This is an optimization exercise on Yosys and OpenROAD, whose aim is small area, a short achievable clock period and few clock cycles per item, not a production implementation.
At most, simulation tests tie the RTL to the original design; equivalence was not proved.
Power figures rest on the tool's default switching activity, not on a simulated workload.

Design canser_rx, start of the top module:
module canser_rx (
    input  wire        clk,
    input  wire        rst,
    input  wire        in_valid,
    input  wire [7:0]  in_data,
    output wire        in_ready,
    output wire        out_valid,
    input  wire        out_ready,
    output wire [28:0] out_id,
    output wire [3:0]  out_dlc,
    output wire [63:0] out_data,
    output wire [31:0] out_ts_ms,
    output wire [63:0] out_ts
);
Size: roughly 1400 cells after synthesis, about 400 flip-flops, ~210 I/O pins, roughly 0.018 sq mm of cells after synthesis.
export LEC_CHECK = 0
export CAP_MARGIN = 20
export CORE_MARGIN = 2
export CORE_UTILIZATION = 55
export CTS_BUF_LIST = sky130_fd_sc_hd__clkbuf_8
export CTS_CLUSTER_DIAMETER = 60
export CTS_CLUSTER_SIZE = 15
export SLEW_MARGIN = 20
create_clock -name core_clock -period 10.0 [get_ports {clk}]
standard.sh (not shown) runs the stock make flow with config.mk's settings and CLKGATE_MAP_FILE= SYNTH_SCRIPT=/design/flow/synth_recipe.tcl, a recipe that flattens the netlist after the stock synthesis.
==> flow/flow/run.sh <==
#!/bin/bash
set -euo pipefail
cd "$(dirname "$0")/.."
bash standard.sh SETUP_SLACK_MARGIN=6.5 'BUFFER_PORTS_ARGS=-buffer_cell sky130_fd_sc_hd__buf_1' finish > standard.log 2>&1
The first run went through all stages and came out clean.
Testbench counts at the start, summed over its fixed seeds: cycles 32,532, messages 1,995.
Next try:
--- a/flow/design.v
+++ b/flow/design.v
@@ -1,22 +1,25 @@
 module ts_dequant (
     input  wire        clk,
     input  wire        load,       
     input  wire        step,       
     input  wire [3:0]  nstep,      
     input  wire [31:0] k,          
     input  wire [4:0]  lz,         
     output wire [63:0] result      
 );
     reg  [53:0] q;                 
     reg  [5:0]  d;                 
+    reg  [5:0]  fm_q;              
+    reg         ge_q;              
+    wire [5:0]  f1_q = fm_q + 6'd1;
     reg  [6:0]  r;                 
     reg  [10:0] bexp;
     wire [31:0] kn = k << lz;
     wire        hi = kn[31:25] >= 7'd125;
     wire [10:0] e0 = 11'd1044 - {6'd0, lz};
     wire [10:0] e1 = 11'd1045 - {6'd0, lz};
     wire [6:0] tm;
     wire [127:0] tm_b0 = 128'h1333333333366666666664cccccccccc;
     assign tm[0] = tm_b0[r];
     wire [127:0] tm_b1 = 128'h0f0f0f0f0f0e1e1e1e1e1c3c3c3c3c3c;
     assign tm[1] = tm_b1[r];
@@ -50,35 +53,22 @@
     assign fm[0] = fm_b0[r];
     wire [127:0] fm_b1 = 128'h1c3c3c3c3c387878787878f0f0f0f0f0;
     assign fm[1] = fm_b1[r];
     wire [127:0] fm_b2 = 128'h1fc03fc03fc07f807f807f00ff00ff00;
     assign fm[2] = fm_b2[r];
     wire [127:0] fm_b3 = 128'h1fffc0003fff80007fff8000ffff0000;
     assign fm[3] = fm_b3[r];
     wire [127:0] fm_b4 = 128'h1fffffffc00000007fffffff00000000;
     assign fm[4] = fm_b4[r];
     wire [127:0] fm_b5 = 128'h1fffffffffffffff8000000000000000;
     assign fm[5] = fm_b5[r];
-    wire [5:0] f1;
-    wire [127:0] f1_b0 = 128'h0cccccccccc9999999999b3333333333;
-    assign f1[0] = f1_b0[r];
-    wire [127:0] f1_b1 = 128'h0f0f0f0f0f0e1e1e1e1e1c3c3c3c3c3c;
-    assign f1[1] = f1_b1[r];
-    wire [127:0] f1_b2 = 128'h0ff00ff00ff01fe01fe01fc03fc03fc0;
-    assign f1[2] = f1_b2[r];
-    wire [127:0] f1_b3 = 128'h0ffff0000fffe0001fffe0003fffc000;
-    assign f1[3] = f1_b3[r];
-    wire [127:0] f1_b4 = 128'h0ffffffff00000001fffffffc0000000;
-    assign f1[4] = f1_b4[r];
-    wire [127:0] f1_b5 = 128'h0fffffffffffffffe000000000000000;
-    assign f1[5] = f1_b5[r];
     wire [7:0] uv = {1'b0, tv} + {2'b00, d};      
     wire [6:0] ut = tm + {1'b0, d};
     wire       ge = uv[7];
     wire [6:0] rn = ge ? uv[6:0] : ut;
     wire [32:0] z = hi ? {1'b0, kn} : {kn, 1'b0};
     reg  [5:0]  d_n;
     always @* begin
         case (nstep)
             4'd0:    d_n = z[20:15];
             4'd1:    d_n = z[14:9];
             4'd2:    d_n = z[8:3];
@@ -88,24 +78,27 @@
         endcase
     end
     always @(posedge clk)
         r <= step ? rn : {1'b0, z[32:27]};
     always @(posedge clk) begin
         if (load) begin
             d    <= z[26:21];
             bexp <= (k == 32'd0) ? 11'd0 : hi ? e1 : e0;
         end else if (step) begin
             d    <= d_n;
         end
-        if (step)
-            q    <= {q[47:0], ge ? f1 : fm};
+        if (step) begin
+            fm_q <= fm;
+            ge_q <= ge;
+            q    <= {q[47:0], ge_q ? f1_q : fm_q};
+        end
     end
     assign result = {1'b0, bexp, q[51:0]};
 endmodule
 module canser_rx (
     input  wire        clk,
     input  wire        rst,
     input  wire        in_valid,
     input  wire [7:0]  in_data,
     output wire        in_ready,
     output wire        out_valid,
     input  wire        out_ready,
@@ -186,23 +179,23 @@
             if (ts_b[i]) lz_b = 5'd31 - i[4:0];
     end
     wire c_load = (cst == C_IDLE) && tsv;
     wire c_step = (cst == C_RUN);
     reg  [1:0] cst_n;
     always @* begin
         cst_n = cst;
         if ((!held && drop1 && !accept) || xfer)
             cst_n = C_IDLE;
         else if (c_load)
             cst_n = C_RUN;
-        else if (c_step && cstep == 4'd8)
+        else if (c_step && cstep == 4'd9)
             cst_n = C_DONE;
     end
     always @(posedge clk) begin
         if (rst) begin
             occ   <= {BUFN{1'b0}};
             skip  <= 5'd0;
             skz   <= 1'b0;
             held  <= 1'b0;
             tsv   <= 1'b0;
             ov_q  <= 1'b0;
             ir_q  <= 1'b1;
What happened:
- The changed run completed with no timing, DRC or antenna violations
- clock skew came out lower by 13 ps
- cell area came out higher by 2.3%
- cell count came out higher by about 0.8%
- area after synthesis came out higher by about 1.3%
- flip-flop and latch count came out higher by 7
- worst setup slack improved by 58 ps
- power came out higher by 0.97%
For the second run of this note, only the layout was checked, not whether the RTL still works.

========
Setup of orange:
Another version of the RTL of canser_rx (not shown whole).
Size: ~1500 cells after synthesis, about 390 flip-flops, roughly 210 I/O pins, ~19000 um2 of cells after synthesis.
==> flow/config.mk <==
export PLATFORM = sky130hd
export DESIGN_NAME = canser_rx
export DESIGN_NICKNAME = canser_rx
export VERILOG_FILES = /design/flow/design.v
export SDC_FILE = /design/flow/constraint.sdc
export NUM_CORES = 4
export LEC_CHECK = 0
export CAP_MARGIN = 20
export CORE_MARGIN = 2
export CORE_UTILIZATION = 55
export SLEW_MARGIN = 20
==> flow/constraint.sdc <==
create_clock -name core_clock -period 10.0 [get_ports {clk}]
set_input_delay 2.0000 -clock core_clock [delete_from_list [all_inputs] [get_ports {clk}]]
set_output_delay 2.0000 -clock core_clock [all_outputs]
set_load 0.01 [all_outputs]
Scripts as last shown in full above: flow/flow/run.sh
orange completed; timing, DRC and antenna clean
Testbench counts of orange, summed over its fixed seeds: cycles 32,532, messages 1,995.
diff inputs: orange => red
--- a/flow/design.v
+++ b/flow/design.v
@@ -1,21 +1,23 @@
 module ts_dequant (
     input  wire        clk,
     input  wire        load,       
     input  wire        step,       
+    input  wire [3:0]  nstep,      
     input  wire [31:0] k,          
     input  wire [4:0]  lz,         
     output wire [63:0] result      
 );
     reg  [53:0] q;                 
+    reg  [5:0]  d;                 
     reg  [6:0]  r;                 
     reg  [10:0] bexp;
     wire [31:0] kn = k << lz;
     wire        hi = kn[31:25] >= 7'd125;
     wire [10:0] e0 = 11'd1044 - {6'd0, lz};
     wire [10:0] e1 = 11'd1045 - {6'd0, lz};
     wire [6:0] tm;
     wire [127:0] tm_b0 = 128'h1333333333366666666664cccccccccc;
     assign tm[0] = tm_b0[r];
     wire [127:0] tm_b1 = 128'h0f0f0f0f0f0e1e1e1e1e1c3c3c3c3c3c;
     assign tm[1] = tm_b1[r];
     wire [127:0] tm_b2 = 128'h13cc33cc33c8679867986730cf30cf30;
@@ -60,39 +62,51 @@
     wire [127:0] f1_b0 = 128'h0cccccccccc9999999999b3333333333;
     assign f1[0] = f1_b0[r];
     wire [127:0] f1_b1 = 128'h0f0f0f0f0f0e1e1e1e1e1c3c3c3c3c3c;
     assign f1[1] = f1_b1[r];
     wire [127:0] f1_b2 = 128'h0ff00ff00ff01fe01fe01fc03fc03fc0;
     assign f1[2] = f1_b2[r];
     wire [127:0] f1_b3 = 128'h0ffff0000fffe0001fffe0003fffc000;
     assign f1[3] = f1_b3[r];
     wire [127:0] f1_b4 = 128'h0ffffffff00000001fffffffc0000000;
     assign f1[4] = f1_b4[r];
     wire [127:0] f1_b5 = 128'h0fffffffffffffffe000000000000000;
     assign f1[5] = f1_b5[r];
-    wire [5:0] d  = q[53:48];
     wire [7:0] uv = {1'b0, tv} + {2'b00, d};      
     wire [6:0] ut = tm + {1'b0, d};
     wire       ge = uv[7];
     wire [6:0] rn = ge ? uv[6:0] : ut;
-    wire [5:0] dg = ge ? f1 : fm;
+    wire [32:0] z = hi ? {1'b0, kn} : {kn, 1'b0};
+    reg  [5:0]  d_n;
+    always @* begin
+        case (nstep)
+            4'd0:    d_n = z[20:15];
+            4'd1:    d_n = z[14:9];
+            4'd2:    d_n = z[8:3];
+            4'd3:    d_n = {z[2:0], 3'b000};
+            4'd7:    d_n = 6'b111110;
+            default: d_n = 6'b000000;
+        endcase
+    end
+    always @(posedge clk)
+        r <= step ? rn : {1'b0, z[32:27]};
     always @(posedge clk) begin
         if (load) begin
-            r    <= hi ? {2'b00, kn[31:27]} : {1'b0, kn[31:26]};
-            q    <= hi ? {kn[26:0], 20'd0, 7'd62} : {kn[25:0], 21'd0, 7'd62};
+            d    <= z[26:21];
             bexp <= (k == 32'd0) ? 11'd0 : hi ? e1 : e0;
         end else if (step) begin
-            r    <= rn;
-            q    <= {q[47:0], dg};
-        end
+            d    <= d_n;
+        end
+        if (step)
+            q    <= {q[47:0], ge ? f1 : fm};
     end
     assign result = {1'b0, bexp, q[51:0]};
 endmodule
 module canser_rx (
     input  wire        clk,
     input  wire        rst,
     input  wire        in_valid,
     input  wire [7:0]  in_data,
     output wire        in_ready,
     output wire        out_valid,
     input  wire        out_ready,
     output wire [28:0] out_id,
@@ -212,23 +226,24 @@
             id_q    <= {rxb[6][4:0], rxb[7], rxb[8], rxb[9]};
             dlc_q   <= dlc_b[3:0];
             ts_ms_q <= ts_b;
             lz_q    <= lz_b;
             for (k = 0; k < 8; k = k + 1)
                 data_q[8*k +: 8] <= (k < dlc_b[3:0]) ? rxb[10 + k] : 8'd0;
         end
     end
     ts_dequant u_dequant (
         .clk    (clk),
         .load   (c_load),
         .step   (c_step),
+        .nstep  (cstep),
         .k      (ts_ms_q),
         .lz     (lz_q),
         .result (out_ts)
     );
     assign in_ready  = ir_q;
     assign out_valid = ov_q;
     assign out_id    = id_q;
     assign out_dlc   = dlc_q;
     assign out_data  = data_q;
     assign out_ts_ms = ts_ms_q;
 endmodule
Notes after the runs:
Against orange, red comes in 103 lower on synthesized netlist net count.
The combinational power in red was higher than what orange gave.
Fraction of final layout cells with drive strength greater than 1 sits higher in red than in orange.
Cell area | red vs orange | red smaller
Going from orange to red, the clock-buffer cell count was found to have gone down by 5.
Diff orange -> red | simple-gate portion of the synthesized area | decrease of 2.0 points
As of red, die area had fallen by a few percent compared to orange.
First-iteration DRC count, red vs orange: down by more than 10%
Pin slew with the least headroom to its limit: lower on red
Testbench counts of red, summed over its fixed seeds: cycles 32,532, messages 1,995.

static timing again, ports no longer ideal:
How much do the figures lean on ideal ports? The routed layouts below were timed once more, with nothing changed but the port constraints.
Step 1 assumes that a clkbuf_16 drives the clock port and a buf_2 every other input.
Step 2 times the ports against the registers' clock, not the clock port: input delays grow and output delays shrink by t, the midpoint of the rising clock arrivals with the driver on.
Three values: ideal ports, drivers, drivers and shift; two values: the first two.
| run | t, ns | setup slack, ns | cell pins on the clock port's net |
|---|---|---|---|
| the first run of note 1 | 0.613 | 6.423 / 6.423 / 6.257 | 1 |
| the second run of note 1 | 0.608 | 6.480 / 6.480 / 6.321 | 1 |
| orange | 0.597 | 6.368 / 6.368 / 6.368 | 1 |
| red | 0.577 | 6.378 / 6.378 / 6.271 | 1 |
After both steps every run listed still meets setup and hold. For the first run of note 1, which loses most, drivers alone change the setup slack by 0.000 ns; drivers and shift together by -0.166 ns.
